Source: an optimization exercise on an open RTL-to-GDS flow (aim: a short achievable clock period and few clock cycles). Production flows keep margins and buffers that such runs may drop.
In this exercise RTL edits were held to simulation tests only and were not proved equivalent to the original.
No activity file was given, so power comes from the tool's default toggle rates.

// delta_stage
module delta_stage (
    input  wire        clk,
    input  wire        rst,
    input  wire        enc_in_valid,
    output wire        enc_in_ready,
    input  wire [63:0] enc_in_prev,
    input  wire [63:0] enc_in_cur,
    input  wire        enc_in_last,
    output wire        enc_out_valid,
    input  wire        enc_out_ready,
    output wire [7:0]  enc_out_data,
    output wire        enc_out_last,
    output wire [23:0] enc_out_dirty,
    input  wire        dec_in_valid,
    output wire        dec_in_ready,
    input  wire [7:0]  dec_in_data,
    input  wire        dec_in_last,
    input  wire [31:0] dec_cap,
    output wire        dec_out_valid,
    input  wire        dec_out_ready,
    output wire        dec_out_end,
    output wire [23:0] dec_out_pair,
    output wire [47:0] dec_out_rgb,
    output wire [1:0]  dec_out_err,
    output wire [23:0] dec_out_info,
    output wire [23:0] dec_out_count
);
Size in the first run: ~5500 cells after synthesis, ~2500 flip-flops, about 0.091 mm^2 of cells after synthesis.
Settings: LEC_CHECK=0, CAP_MARGIN=20, CORE_MARGIN=2, CORE_UTILIZATION=70, CTS_CLUSTER_DIAMETER=80, CTS_CLUSTER_SIZE=24, SETUP_SLACK_MARGIN=3.5, SLEW_MARGIN=20; clock period 5.5 ns.
run.sh (not shown) runs the stock make flow with config.mk's settings and CLKGATE_MAP_FILE= SYNTH_SCRIPT=/design/flow/synth_recipe.tcl, a recipe that flattens the netlist after the stock synthesis.
The baseline ran to the end with no violations.
Testbench counts at the start, summed over its fixed seeds: cycles 166,921.
Then changed:
- CORE_UTILIZATION: 70 -> 55
- SETUP_SLACK_MARGIN: 3.5 -> 3.2
What happened: Synthesized area stays the same; via count fell by about 6%; clock skew rose by 0.013 ns; register-to-register slack gains 0.07 ns; count of clock-buffer cells in the layout fell by 10; sequential power hardly moves; sequential share of layout area rose by 2.0 points; worst setup slack loses 0.037 ns; utilization fell by 19 points; final area fell by 3.1%.
Then changed:
- CORE_UTILIZATION: 55 -> 80
After rerunning:
- core utilization grows by 27 points
- worst setup slack loses 0.059 ns
- fmax shrinks by 2.4%
- via count grows by 8.2%
- critical path depth grows by 4
- worst hold slack gains 0.012 ns
- flip-flop and latch count is unchanged
- final cell count shrinks by 9.3%
Then changed:
- CORE_UTILIZATION: 80 -> 70
Via count drops by about 6%.
Final area stays flat.
Utilization went down by 11 points.
Non-clock buffer count shrinks by 5.
Maximum frequency rose by 2.8%.
Synthesized area is unchanged.
Critical path depth fell by 4.

## cedar
Another version of the RTL of delta_stage (not shown whole).
For scale: ~6100 cells after synthesis, roughly 3100 flip-flops, roughly 340 I/O pins.
==> flow/config.mk <==
export PLATFORM = sky130hd
export DESIGN_NAME = delta_stage
export DESIGN_NICKNAME = delta_stage
export VERILOG_FILES = /design/flow/design.v
export SDC_FILE = /design/flow/constraint.sdc
export NUM_CORES = 4
export LEC_CHECK = 0
export CAP_MARGIN = 20
export CORE_MARGIN = 2
export CORE_UTILIZATION = 60
export SETUP_SLACK_MARGIN = 3.0
export SLEW_MARGIN = 20
==> flow/constraint.sdc <==
create_clock -name core_clock -period 5.5 [get_ports {clk}]
set_input_delay 1.1000 -clock core_clock [delete_from_list [all_inputs] [get_ports {clk}]]
set_output_delay 1.1000 -clock core_clock [all_outputs]
set_load 0.01 [all_outputs]
Every stage of the flow completed for cedar, and the final layout passed the timing, DRC and antenna checks.
Testbench counts of cedar, summed over its fixed seeds: cycles 164,330.
[inputs] pine vs cedar
- changing SETUP_SLACK_MARGIN from 3.0 to 2.7
- changing CORE_UTILIZATION from 60 to 45
Notes after the runs:
Changes observed in pine relative to cedar: minimum clock period after layout increased 130 ps; fraction of synthesis flops using an asynchronous set or reset pin essentially unchanged; die area increased 33%; static leakage power essentially unchanged; number of antenna violations at the first check in global routing increased 3.
Comparing cedar and pine, the higher global-route usage is on cedar.
NOTE: clock power share in pine exceeds that of cedar
Depth of the worst register-to-register path was lower in the run labelled pine.
Between cedar and pine, the share of power burned in combinational logic is higher for cedar.

north:
Another version of the RTL of delta_stage (not shown whole).
For scale: ~7700 cells after synthesis, roughly 3600 flip-flops, roughly 340 I/O pins, roughly 130000 um^2 of cells after synthesis.
export LEC_CHECK = 0
export CAP_MARGIN = 20
export CORE_MARGIN = 2
export CORE_UTILIZATION = 70
export CTS_CLUSTER_DIAMETER = 80
export CTS_CLUSTER_SIZE = 24
export SETUP_SLACK_MARGIN = 3.2
export SLEW_MARGIN = 20
create_clock -name core_clock -period 5.5 [get_ports {clk}]
Testbench counts of north, summed over its fixed seeds: cycles 164,230.
For south, these inputs were changed with respect to north:
Settings: CORE_UTILIZATION: 70 -> 55.
Results
Every run in the comparison, north and south, completed the flow with a clean layout. From north to south the numbers moved as follows: cell area after layout saw an increase, final antenna diode count saw an increase, non-clock buffer total of the final layout saw an increase.

## separate check: timing with driven ports
The results above use ideal ports. As a check the final layouts listed here were re-extracted and re-timed, cells and wires unchanged.
Step 1 (the two cells are an assumption about what drives the block):
set clk [get_ports {clk}]
set_driving_cell -lib_cell sky130_fd_sc_hd__clkbuf_16 $clk
set_driving_cell -lib_cell sky130_fd_sc_hd__buf_2 [delete_from_list [all_inputs] $clk]
Step 2 also shifts input and output timing later by t, the mid clock arrival at the registers, as if the neighbouring blocks saw the same clock.
Slacks: ideal ports / drivers / drivers and shift; pairs: ideal ports / drivers.
run	shift t [ns]	slack for setup (ns)	hold WS [ns]	worst register clock-pin slew, ns
the first run of note 1	0.845	3.131 / 3.050 / 2.623	0.451 / 0.395 / 0.459	0.11 / 0.11
the second run of note 1	0.879	3.094 / 3.015 / 2.329	0.452 / 0.452 / 0.452	0.10 / 0.10
the third run of note 1	0.835	3.035 / 3.060 / 2.261	0.464 / 0.464 / 0.464	0.10 / 0.10
the fourth run of note 1	0.838	3.101 / 3.022 / 2.451	0.450 / 0.450 / 0.450	0.10 / 0.10
cedar	1.018	2.779 / 2.714 / 2.131	0.451 / 0.451 / 0.451	0.07 / 0.07
pine	0.977	2.651 / 2.651 / 2.093	0.445 / 0.445 / 0.445	0.07 / 0.07
north	0.952	3.025 / 2.934 / 2.245	0.442 / 0.442 / 0.442	0.10 / 0.10
south	0.950	3.044 / 2.950 / 2.374	0.456 / 0.456 / 0.456	0.10 / 0.10
After both steps setup and hold are still met in every run listed. For north, which loses most, drivers alone change the setup slack by -0.091 ns; drivers and shift together by -0.780 ns.
